Background: an optimization exercise with open tools, aiming at small area, a short achievable clock period and few clock cycles. Do not read the settings as production practice. RTL that was checked went through simulation tests only; none was proved equivalent to the original. Function not checked in run 1: the RTL went through the layout flow alone. Power figures rest on the tool's default switching activity, not on a simulated workload.

### run.sh
#!/bin/bash
# synth_recipe.tcl (not shown) runs the flow's synth.tcl, then flattens the netlist and writes it again
# the make line also repeats each setting of config.mk as NAME=value (left out here)
make -C /OpenROAD-flow-scripts/flow DESIGN_CONFIG=/design/flow/config.mk WORK_HOME=/design/flow/orfs CLKGATE_MAP_FILE= SYNTH_SCRIPT=/design/flow/synth_recipe.tcl finish
### config.mk
export PLATFORM = sky130hd
export DESIGN_NAME = gfrs_codec
export DESIGN_NICKNAME = gfrs_codec
export VERILOG_FILES = /design/flow/design.v
export SDC_FILE = /design/flow/constraint.sdc
export NUM_CORES = 4
export LEC_CHECK = 0
export CAP_MARGIN = 20
export CELL_PAD_IN_SITES_DETAIL_PLACEMENT = 1
export CELL_PAD_IN_SITES_GLOBAL_PLACEMENT = 2
export CORE_MARGIN = 2
export CORE_UTILIZATION = 25
export PLACE_DENSITY = 0.35
export SETUP_SLACK_MARGIN = 5
export SLEW_MARGIN = 20
### constraint.sdc
create_clock -name core_clock -period 10.0 [get_ports {clk}]
set_input_delay 2.0000 -clock core_clock [delete_from_list [all_inputs] [get_ports {clk}]]
set_output_delay 2.0000 -clock core_clock [all_outputs]
set_load 0.01 [all_outputs]
### design.v
module gf_mul (
    input  wire [7:0] a,
    input  wire [7:0] b,
    output reg  [7:0] p
);
    reg [7:0] aa;
    integer k;
    always @* begin
        p  = 8'h00;
        aa = a;
        for (k = 0; k < 8; k = k + 1) begin
            if (b[k]) p = p ^ aa;
            aa = {aa[6:0], 1'b0} ^ (aa[7] ? 8'h1d : 8'h00);
        end
    end
endmodule
module gfrs_codec (
    input  wire       clk,
    input  wire       rst,
    input  wire       cmd_valid,
    output wire       cmd_ready,
    input  wire       cmd_op,
    input  wire [7:0] cmd_dlen,
    input  wire [5:0] cmd_nsym,
    input  wire       in_valid,
    output wire       in_ready,
    input  wire [7:0] in_data,
    output wire       out_valid,
    output wire [7:0] out_data,
    output reg        done,
    output reg        err,
    output reg        szero
);
    localparam [255:0] APOW = 256'hc06030180c06038fc9ea75b45a2d984c261387cde8743a1d8040201008040201;
    localparam [255:0] AINV = 256'h122448903d7af4f5f7f3fbebcb8b0b162c58b07dfae9cf831b366cd8ad478e01;
    localparam [255:0] FIXA = 256'h82cdd05f9d3f42d70ed796ac4a73f19882018e85600522d8481ff083ec3b1c01;
    localparam [255:0] FIXB = 256'h82b53f5284d44ebb851fa9377421d504db0bf3226c20ee96421da21153abf401;
    localparam [1:0] F_IDLE = 2'd0,      
                     F_IN   = 2'd1,      
                     F_WAIT = 2'd2;      
    localparam [2:0] B_IDLE = 3'd0,
                     B_DD   = 3'd1,
                     B_FIX  = 3'd2,
                     B_CONV = 3'd3,
                     B_OUT  = 3'd4,
                     B_CLR  = 3'd5;      
    reg  [255:0] T;                      
    wire [255:0] t_nxt;
    wire [31:0]  t_we;
    reg  [1:0] fst;
    reg        cmd_ready_r, in_ready_r;
    reg        op_r;
    reg  [7:0] dlen_r;
    reg  [5:0] nsym_r;
    reg  [7:0] bc;                       
    reg  [7:0] in_r;                     
    reg        inv_r, last_r;
    reg  [2:0] bst;
    reg        b_op;
    reg  [4:0] k;
    reg  [5:0] ocnt;
    reg        acc;                      
    reg        out_valid_r;
    reg        mD, mF, mC, mO;           
    reg [31:0] ge;                       
    assign cmd_ready = cmd_ready_r;
    assign in_ready  = in_ready_r;
    assign out_valid = out_valid_r;
    assign out_data  = T[7:0];
    wire [8:0] ntot    = {1'b0, dlen_r} + {3'b000, nsym_r};
    wire       bad     = (nsym_r > 6'd32) || ntot[8];
    wire [7:0] nbytes  = op_r ? ntot[7:0] : dlen_r;
    wire       zero_in = (nbytes == 8'd0);
    wire       is_last = (bc == nbytes - 8'd1);
    wire cmd_fire = cmd_valid && cmd_ready_r;
    wire in_fire  = in_valid && in_ready_r;
    wire nz0      = |T[7:0];
    reg  [1:0] fst_n;
    reg  [7:0] bc_n;
    reg        last_n, start;
    reg  [2:0] bst_n;
    reg  [4:0] k_n;
    reg  [5:0] ocnt_n;
    reg        acc_n, ov_n, done_n, err_n, szero_n, bop_n;
    always @* begin
        fst_n   = fst;
        bc_n    = bc;
        last_n  = 1'b0;
        start   = inv_r && last_r;
        case (fst)
        F_IDLE: if (cmd_fire) begin
                    fst_n = F_IN;
                    bc_n  = 8'd0;
                end
        F_IN:   if (bad || zero_in) fst_n = F_WAIT;
                else if (in_fire) begin
                    bc_n = bc + 8'd1;
                    if (is_last) begin
                        fst_n  = F_IDLE;
                        last_n = 1'b1;
                    end
                end
        F_WAIT: if (bst == B_IDLE && !last_r) begin
                    fst_n = F_IDLE;
                    start = 1'b1;
                end
        default: fst_n = F_IDLE;
        endcase
        bst_n   = bst;
        k_n     = k;
        ocnt_n  = ocnt;
        acc_n   = acc;
        ov_n    = out_valid_r;
        done_n  = 1'b0;
        err_n   = err;
        szero_n = szero;
        bop_n   = b_op;
        case (bst)
        B_IDLE: if (start) begin
                    bop_n = op_r;
                    if (bad) begin
                        done_n = 1'b1; err_n = 1'b1; szero_n = 1'b0;
                    end else if (nsym_r == 6'd0) begin
                        done_n = 1'b1; err_n = 1'b0; szero_n = op_r;
                    end else if (!op_r) begin
                        bst_n = (nsym_r == 6'd1) ? B_FIX : B_DD;
                        k_n   = 5'd1;
                    end else begin
                        bst_n  = B_OUT;
                        ocnt_n = nsym_r;
                        ov_n   = 1'b1;
                        acc_n  = 1'b0;
                    end
                end
        B_DD:   begin
                    k_n = k + 5'd1;
                    if ({1'b0, k} == nsym_r - 6'd1) bst_n = B_FIX;
                end
        B_FIX:  begin
                    bst_n = B_CONV;
                    k_n   = 5'd30;
                end
        B_CONV: begin
                    k_n = k - 5'd1;
                    if (k == 5'd0) begin
                        bst_n  = B_OUT;
                        ocnt_n = nsym_r;
                        ov_n   = 1'b1;
                        acc_n  = 1'b0;
                    end
                end
        B_OUT:  begin
                    ocnt_n = ocnt - 6'd1;
                    acc_n  = acc || nz0;
                    if (ocnt == 6'd1) begin
                        bst_n   = B_IDLE;
                        ov_n    = 1'b0;
                        done_n  = 1'b1;
                        err_n   = 1'b0;
                        szero_n = b_op && !(acc || nz0);
                    end
                end
        B_CLR:  begin
                    ocnt_n = ocnt - 6'd1;
                    if (ocnt == 6'd1) bst_n = B_IDLE;
                end
        default: bst_n = B_IDLE;
        endcase
    end
    reg [31:0] ge_n;
    always @* begin
        ge_n = ge;
        if (bst == B_IDLE)      ge_n = 32'hffff_fffe;
        else if (bst == B_DD)   ge_n = {ge[30:0], 1'b0};
        else if (bst == B_FIX)  ge_n = 32'hc000_0000;
        else if (bst == B_CONV) ge_n = {1'b1, ge[31:1]};
    end
    wire cmd_ready_n = (fst_n == F_IDLE) &&
                       ((bst_n == B_IDLE && !last_n) ||
                        ((bst_n == B_OUT || bst_n == B_CLR) && ocnt_n <= 6'd2));
    always @(posedge clk) begin
        in_r <= in_data;
        if (rst) begin
            fst         <= F_IDLE;
            cmd_ready_r <= 1'b0;
            in_ready_r  <= 1'b0;
            inv_r       <= 1'b0;
            last_r      <= 1'b0;
            bst         <= B_CLR;
            mD          <= 1'b0;
            mF          <= 1'b0;
            mC          <= 1'b0;
            mO          <= 1'b1;
            ocnt        <= 6'd32;
            out_valid_r <= 1'b0;
            done        <= 1'b0;
            err         <= 1'b0;
            szero       <= 1'b0;
        end else begin
            fst         <= fst_n;
            cmd_ready_r <= cmd_ready_n;
            in_ready_r  <= (fst_n == F_IN);
            inv_r       <= in_fire;
            last_r      <= last_n;
            bst         <= bst_n;
            mD          <= (bst_n == B_DD);
            mF          <= (bst_n == B_FIX);
            mC          <= (bst_n == B_CONV);
            mO          <= (bst_n == B_OUT) || (bst_n == B_CLR);
            ocnt        <= ocnt_n;
            out_valid_r <= ov_n;
            done        <= done_n;
            err         <= err_n;
            szero       <= szero_n;
        end
        if (cmd_fire) begin
            op_r   <= cmd_op;
            dlen_r <= cmd_dlen;
            nsym_r <= cmd_nsym;
        end
        bc   <= bc_n;
        k    <= k_n;
        ge   <= ge_n;
        acc  <= acc_n;
        b_op <= bop_n;
    end
    wire mH = inv_r;
    genvar j;
    generate
        for (j = 0; j < 32; j = j + 1) begin : g_pos
            wire [7:0] t  = T[8*j +: 8];
            wire [7:0] tp = (j < 31) ? T[8*((j + 1) % 32) +: 8] : 8'h00;
            wire [7:0] tm = (j > 0)  ? T[8*((j + 31) % 32) +: 8] : 8'h00;
            wire       en = (nsym_r > j);
            wire [7:0] x  = ({8{mH}} & in_r) | ({8{mD}} & tm) | ({8{mC && ge[j]}} & tp);
            wire [7:0] m, f, s;
            gf_mul u_m (.a(t ^ x), .b(APOW[8*j +: 8]), .p(m));
            gf_mul u_f (.a(t),     .b(FIXA[8*j +: 8]), .p(f));
            gf_mul u_s (.a(tp),    .b(AINV[15:8]),     .p(s));
            wire selM = (mH && en) || (mD && ge[j] && en) || mC;
            assign t_we[j] = selM || mF || mO;
            assign t_nxt[8*j +: 8] = ({8{selM}} & m) | ({8{mF}} & f) | ({8{mO}} & s);
        end
    endgenerate
    integer i;
    always @(posedge clk)
        for (i = 0; i < 32; i = i + 1)
            if (t_we[i]) T[8*i +: 8] <= t_nxt[8*i +: 8];
endmodule
==> results of run 1 <==
-- routing by layer --
metal	track usage, %	vias to the layer above	part of all wire, %
li1	-	11400	-
met1	28.1	13000	47
met2	34.3	475	47
met3	2.77	178	3.5
met4	5.48	0	2.6
met5	0	-	0
-- sequential cells by signal, indices dropped and copies added, names as in the netlist, 2 cells and up --
signal / flops
ge: 32
ocnt: 6
bc: 8
nsym_r: 6
bst: 3
fst: 2
k: 5
in_r: 8
dlen_r: 8
T: 256
-- kinds of logic (layout without fill, tap and decap cells) --
logic type	Yosys count	after routing	share of synthesized area, %
and+or+nand+nor	322	322	5.12
xor gates and xnor gates	1215	1215	34.2
DFF	349	349	31.5
adders and majority gates	17	17	0.728
muxes	8	8	0.264
buffers and inverters	470	232	6.01
AOI/OAI and AO/OA	979	979	22.2
-- final cells by class --
type / count / area [um2] / share of cell area [%]
repair buffers: 80 / 726 / 2.12
multi-input cells: 2541 / 19600 / 57.1
flip-flops and latches: 349 / 9870 / 28.8
well taps: 1637 / 2050 / 5.97
inverters: 50 / 189 / 0.551
clock inverters: 23 / 263 / 0.766
clock buffers: 79 / 1630 / 4.75
-- metrics by stage --
stage | cells | hold slack (ps) | utilization [%]
after CTS | 4759 | 487 | 27.7
after detailed placement | 4657 | 478 | 26.1
after global placement | 4656 | 455 | 26.1
final | 4759 | 484 | 27.7
after global routing | 4759 | 511 | 27.7
after floorplan | 3360 | 437 | -
-- tightest hold or removal path: stages (launching register included) --
cell	delay, ps
dfxtp_1	330
inv_1	60
a32oi_1	50
-- worst max path at each step --
stage / to / slack (ps) / cells after the start
6_report: bc[5]$_SDFFCE_PN0P_ / 6020 / 9
5_1_grt: bc[1]$_SDFFCE_PN0P_ / 5670 / 9
4_1_cts: bc[5]$_SDFFCE_PN0P_ / 5900 / 9
3_5_place_dp: bc[3]$_SDFFCE_PN0P_ / 5520 / 5
3_3_place_gp: bc[2]$_SDFFCE_PN0P_ / 5590 / 5
2_1_floorplan: bc[0]$_SDFFCE_PN0P_ / 6550 / 4
-- cells in the mapped netlist, drive strengths merged, types with 4 or more instances --
cell,number
nand3,12
inv,50
o21ai,238
nor2,77
nand2,108
nor2b,10
edfxtp,286
o22ai,10
a21o,14
o21a,4
xnor2,846
nand2b,12
a211oi,12
a31oi,9
ha,15
mux2i,6
and3,4
a311oi,30
dfxtp,63
xor2,369
and2,49
clkbuf,327
a22oi,210
buf,93
nor4,8
nand4,6
a221oi,235
a21oi,138
o221ai,38
or3,8
nor3,12
a221o,9
-- power by group through the flow --
stage	Sequential, mW	Clock, mW	Combinational [mW]
floorplan	2.56	0	7.40
global placement	4.30	0	7.84
detailed placement	4.28	0	7.82
CTS	4.26	2.16	7.89
global route	4.32	2.21	8.68
finish	4.22	2.09	7.86
==> reports/results.ini, run 1 <==
[global_routing]
grt_pass1_wl_um = 197000
antenna_found_initial = 2
grt_pass1_vias = 27000
grt_max_degree = 159
grtUsageTotal_pct = 20.7
grt-ovfl-total = 0

[setup_path]
r2r-end = bc[5]$_SDFFCE_PN0P_
crit_chain = inv_1 > fa_1 > and2b_2 > o22ai_2 > xnor2_1 > a2111oi_4 > a311o_1 > o21a_1 > nor2_1
endpoint_kind = flip-flop
r2r_start = nsym_r[1]$_DFFE_PP_
startpoint = nsym_r[1]$_DFFE_PP_
worstPathArrival_ps = 4260
crit_type = flip-flop to flip-flop
worstPathRequired_ps = 10280
cpPeakStageDelay_ps = 750
crit_family = simple AND/OR/NAND/NOR gates
rr_worst_depth = 9
start_kind = flip-flop
critPathBufInv = 1
critPathSlowestCell = edfxtp_1
cp_max_fo = 14
r2r_slack_ps = 6020

[synthesis]
synth_warnings = 2
yosysTopAreaCellShare_pct = 27.5
synth_top_area_cell = edfxtp_1
yosysSeqAreaShare_pct = 31.5
ys_types = 88
synth_edf_count = 286
synth.net_count = 3404
ys.flop_type = edfxtp_1
netlist_area_mm2 = 0.0313
synth.top_cells.by_area = edfxtp_1 (27%), xnor2_1 (24%), xor2_1 (10%)
async_reset_ff_share_pct = 0
synth_area_per_cell_um2 = 9.31
synthCells = 3360
ys_ff_latch = 349

[routing]
ant_nets = 0
via_per_inst = 5.27
routedWlPerCell_um = 28.2
vias = 25100
wl_um = 134000
drt_iter0_markers = 1540
drc = 0
drt_first_pass_iters = 7

[die]
rows = 129
fp.dieW_um = 358
die_h_um = 358
ios = 41
dieArea_mm2 = 0.128
initial_core_util_pct = 25.2
core-area_mm2 = 0.124

[flow_run]
drv_cap = 0

[min_path]
hold_path_class = flip-flop to flip-flop
min_from = ge[31]$_SDFFE_PP1P_
holdPathStages = 2
whs_endpoint = ge[31]$_SDFFE_PP1P_

[power_and_ir_drop]
ir_worst_vdd_uv = 137
power.total_mw = 14.2
p_leak_nw = 11.2
p_per_area_mw_per_mm2 = 413
p_int_mw = 7.52
p_switching_mw = 6.64
p_comb_share_pct = 55.5
p_seq_share_pct = 29.8
power_frac_clock_pct = 14.7
switching_share_pct = 46.9

[sta]
period_needed_ps = 3980
tns_ps = 0
slew_headroom_pct = 27.7
slew_viol_final = 0
fin_worst_skew_ps = 28.5
clock.fmax_mhz = 251
finalSetupViolCount = 0
fin_ws_ps = 6020
rsz0062_at_grt = no
fin_crit_sh_pct = 39.8
tightest_slew_ps = 1090
hold_viol = 0

[placed_design]
port_buffers = 40
place_ws_ps = 5520
place_area_mm2 = 0.0324
place.gp.congestion = 0.768
post-dp-hpwl_um = 89500

[clocking]
cts_root_buf = clkbuf_16
clk_latency_ps = 670
numCtsBuffers = 54
cts_setup_buffers = 0
htreeDepth = 2
cts.clk_slew.worst_paths_ps = 60
cts_resized = 0
cts_sinks = 349
postCtsHoldBufs = 0
cts_tree = done
cts_buffer_depth = 3

[layout]
fillerInstances = 14000
syn2layout_area_growth_pct = 9.63
num_antenna_cells = 0
layout_commonest_cell = xnor2_1
layout-drive-gt1-share_pct = 5.86
nNetsFinal = 3120
fin_area_mm2 = 0.0343
mostFrequentLayoutCells = xnor2_1 (842), xor2_1 (369), edfxtp_1 (286)

[run_status]
status = complete, no violations

==> inputs of run 2 (changes only) <==
--- a/design.v
+++ b/design.v
@@ -61,8 +61,6 @@
     reg  [5:0] ocnt;
     reg        acc;                      
     reg        out_valid_r;
-    reg        mD, mF, mC, mO;           
-    reg [31:0] ge;                       
     assign cmd_ready = cmd_ready_r;
     assign in_ready  = in_ready_r;
     assign out_valid = out_valid_r;
@@ -167,14 +165,6 @@
         default: bst_n = B_IDLE;
         endcase
     end
-    reg [31:0] ge_n;
-    always @* begin
-        ge_n = ge;
-        if (bst == B_IDLE)      ge_n = 32'hffff_fffe;
-        else if (bst == B_DD)   ge_n = {ge[30:0], 1'b0};
-        else if (bst == B_FIX)  ge_n = 32'hc000_0000;
-        else if (bst == B_CONV) ge_n = {1'b1, ge[31:1]};
-    end
     wire cmd_ready_n = (fst_n == F_IDLE) &&
                        ((bst_n == B_IDLE && !last_n) ||
                         ((bst_n == B_OUT || bst_n == B_CLR) && ocnt_n <= 6'd2));
@@ -187,10 +177,6 @@
             inv_r       <= 1'b0;
             last_r      <= 1'b0;
             bst         <= B_CLR;
-            mD          <= 1'b0;
-            mF          <= 1'b0;
-            mC          <= 1'b0;
-            mO          <= 1'b1;
             ocnt        <= 6'd32;
             out_valid_r <= 1'b0;
             done        <= 1'b0;
@@ -203,10 +189,6 @@
             inv_r       <= in_fire;
             last_r      <= last_n;
             bst         <= bst_n;
-            mD          <= (bst_n == B_DD);
-            mF          <= (bst_n == B_FIX);
-            mC          <= (bst_n == B_CONV);
-            mO          <= (bst_n == B_OUT) || (bst_n == B_CLR);
             ocnt        <= ocnt_n;
             out_valid_r <= ov_n;
             done        <= done_n;
@@ -220,24 +202,28 @@
         end
         bc   <= bc_n;
         k    <= k_n;
-        ge   <= ge_n;
         acc  <= acc_n;
         b_op <= bop_n;
     end
     wire mH = inv_r;
+    wire mD = (bst == B_DD);
+    wire mF = (bst == B_FIX);
+    wire mC = (bst == B_CONV);
+    wire mO = (bst == B_OUT) || (bst == B_CLR);
     genvar j;
     generate
         for (j = 0; j < 32; j = j + 1) begin : g_pos
             wire [7:0] t  = T[8*j +: 8];
             wire [7:0] tp = (j < 31) ? T[8*((j + 1) % 32) +: 8] : 8'h00;
             wire [7:0] tm = (j > 0)  ? T[8*((j + 31) % 32) +: 8] : 8'h00;
+            wire       ge = (k <= j);
             wire       en = (nsym_r > j);
-            wire [7:0] x  = ({8{mH}} & in_r) | ({8{mD}} & tm) | ({8{mC && ge[j]}} & tp);
+            wire [7:0] x  = ({8{mH}} & in_r) | ({8{mD}} & tm) | ({8{mC && ge}} & tp);
             wire [7:0] m, f, s;
             gf_mul u_m (.a(t ^ x), .b(APOW[8*j +: 8]), .p(m));
             gf_mul u_f (.a(t),     .b(FIXA[8*j +: 8]), .p(f));
             gf_mul u_s (.a(tp),    .b(AINV[15:8]),     .p(s));
-            wire selM = (mH && en) || (mD && ge[j] && en) || mC;
+            wire selM = (mH && en) || (mD && ge && en) || mC;
             assign t_we[j] = selM || mF || mO;
             assign t_nxt[8*j +: 8] = ({8{selM}} & m) | ({8{mF}} & f) | ({8{mO}} & s);
         end
--- a/config.mk
+++ b/config.mk
@@ -11,5 +11,4 @@
 export CORE_MARGIN = 2
 export CORE_UTILIZATION = 25
 export PLACE_DENSITY = 0.35
-export SETUP_SLACK_MARGIN = 5
 export SLEW_MARGIN = 20
==> run 2 against run 1 <==
  * Power rose by 2.7%
  * Final cell count fell by 2.0%
  * Final area fell by 3.3%
  * Largest cell class unchanged
  * Critical path depth did not move
==> reports/results.ini, run 2 <==
[layout]
largest_reg_flops = 256
largest_register = T
final_util_pct = 27.6
syn2layout_area_growth_pct = 9.10
layout_commonest_cell = xnor2_1
layout-drive-gt1-share_pct = 6.19
mostFrequentLayoutCells = xnor2_1 (798), xor2_1 (387), edfxtp_1 (286)
fin_area_mm2 = 0.0331
num_antenna_cells = 0
nNetsFinal = 3059

[routing]
drt_first_pass_iters = 5
wl_um = 133000
ant_nets = 0
drt_iter0_markers = 1664
via_per_inst = 5.25
routedWlPerCell_um = 28.5
vias = 24500
drc = 0

[clocking]
cts_root_buf = clkbuf_16
numCtsBuffers = 49
cts_buffer_depth = 3
cts_setup_buffers = 0
clk_latency_ps = 640
postCtsHoldBufs = 0
cts_resized = 0
cts.clk_slew.worst_paths_ps = 60
htreeDepth = 2
cts_sinks = 313
cts_tree = done

[die]
ios = 41
core-area_mm2 = 0.120
die_h_um = 353
dieArea_mm2 = 0.124
fp.dieW_um = 353
initial_core_util_pct = 25.3
rows = 127

[setup_path]
cp_max_fo = 122
crit_type = flip-flop to flip-flop
worstPathRequired_ps = 10380
r2r_slack_ps = 5420
worstPathArrival_ps = 4950
start_kind = flip-flop
endpoint_kind = flip-flop

[sta]
fin_worst_skew_ps = 24.7
fin_ws_ps = 5420
hold_viol = 0
holdWs_ps = 499
rsz0062_at_grt = no
slew_headroom_pct = 23.1
tns_ps = 0
fin_crit_sh_pct = 45.8
finalSetupViolCount = 0
slew_viol_final = 0
clock.fmax_mhz = 218
tightest_slew_ps = 1150
period_needed_ps = 4580

[placed_design]
place_ws_ps = 5450
place.gp.congestion = 0.774
place_area_mm2 = 0.0315
post-dp-hpwl_um = 89200
port_buffers = 40

[flow_run]
drv_cap = 0

[synthesis]
ys_types = 87
synth_edf_count = 286
ys.flop_type = edfxtp_1
synth_area_per_cell_um2 = 9.27
synth_top_area_cell = edfxtp_1
async_reset_ff_share_pct = 0
synthCells = 3276
synth.net_count = 3323
ys_ff_latch = 313
yosysSeqAreaShare_pct = 30.0
netlist_area_mm2 = 0.0304
yosysTopAreaCellShare_pct = 28.3
synth_warnings = 2
netlist_top_cells_count = xnor2_1 (798), xor2_1 (387), clkbuf_1 (327), edfxtp_1 (286), a221oi_1 (218)
synth.top_cells.by_area = edfxtp_1 (28%), xnor2_1 (23%), xor2_1 (11%)
yosysMostFrequentCell = xnor2_1

[global_routing]
grt_pass1_vias = 26200
grt-ovfl-total = 0
antenna_found_initial = 3
grt_max_degree = 161
grt_pass1_wl_um = 196000
grtUsageTotal_pct = 21.0

[run_status]
status = complete, no violations

[min_path]
hold_path_class = flip-flop to flip-flop

[power_and_ir_drop]
p_per_area_mw_per_mm2 = 439
p_leak_nw = 10.8
ir_worst_vdd_uv = 147

run 2: path summary, 6_finish.rpt:
path	start	cells past startpoint	to
setup / recovery	bst[0]$_SDFF_PP1_	9	T[143]$_DFFE_PP_
hold / removal	out_valid_r$_SDFFE_PP0P_	2	out_valid_r$_SDFFE_PP0P_
setup reg to reg	bst[0]$_SDFF_PP1_	9	T[143]$_DFFE_PP_
hold reg to reg	out_valid_r$_SDFFE_PP0P_	2	out_valid_r$_SDFFE_PP0P_
run 2: cell families (layout without fill, tap and decap cells):
logic type | Yosys count | count (layout) | synth area share (%)
XOR/XNOR | 1208 | 1208 | 35.5
AO/OA/AOI/OAI | 903 | 903 | 21.5
AND/OR/NAND/NOR | 390 | 390 | 6.10
flip-flops | 313 | 313 | 30.0
adder cells (fa/ha/maj) | 20 | 20 | 0.848
multiplexers | 6 | 6 | 0.202
buffers and inverters | 436 | 211 | 5.86
run 2: power by group:
part	internal, mW	leakage, nW	switching [mW]	total (mW)
clock	1.06	0.798	0.726	1.78
sequential	2.27	3.31	1.87	4.14
combinational	4.22	6.74	4.41	8.63
total	7.55	10.8	7.00	14.6
run 2: per-stage QoR:
stage	cells	total power, mW
after floorplan	3276	10.5
after global placement	4573	12.9
after detailed placement	4573	12.8
after CTS	4663	14.7
after global routing	4663	15.7
final	4663	14.6
run 2: cell type report:
cell class                 count  area (um2)
fill                       13600       87100
multi-input combinational   2527       19500
sequential                   313        9130
tap                         1612        2020
clock buffer                  62        1360
timing repair buffer          80         738
clock inverter                28         238
inverter                      41         154
run 2: critical path, cell delays in order (launching register included):
cell,delay [ps]
dfxtp_1,780
nor3b_2,390
buf_12,510
buf_4,790
a221o_1,400
xor2_2,290
xnor2_2,190
xnor3_1,440
a222oi_1,320
inv_1,80
run 2: metal layers:
| metal | vias to the layer above | global-route usage [%] | part of all wire (%) |
|---|---|---|---|
| li1 | 11100 | - | - |
| met1 | 12700 | 29.3 | 48 |
| met2 | 474 | 34.6 | 47 |
| met3 | 146 | 2.27 | 3.1 |
| met4 | 0 | 4.84 | 2.2 |
| met5 | - | 0 | 0 |
Testbench counts of run 2, summed over its fixed seeds: cycles 43,016.

[port drivers added, routing unchanged]
The flow's constraints put no driver on any port. The routed layouts listed below were extracted and timed again, unchanged, in two steps. Step 1 sets driving cells, clkbuf_16 on the clock port and buf_2 on the other inputs (assumed; they add their load-dependent delay and slew). Step 2 times the ports against the registers' clock, not the clock port: input delays grow and output delays shrink by t, the midpoint of the rising clock arrivals with the driver on. a / b / c = ideal ports / drivers / drivers and shift; a / b = the first two.
run	t, ns	slack for setup (ns)	worst setup path after step 2	worst data-port slew with drivers (ns)
run 1	0.718	6.015 / 6.015 / 5.652	input to register	0.06
run 2	0.692	5.421 / 5.421 / 5.421	register to register	0.05
After both steps setup and hold are still met in every run listed. The setup slack of run 1, which loses most, moves by 0.000 ns with the drivers and by -0.363 ns with both steps.
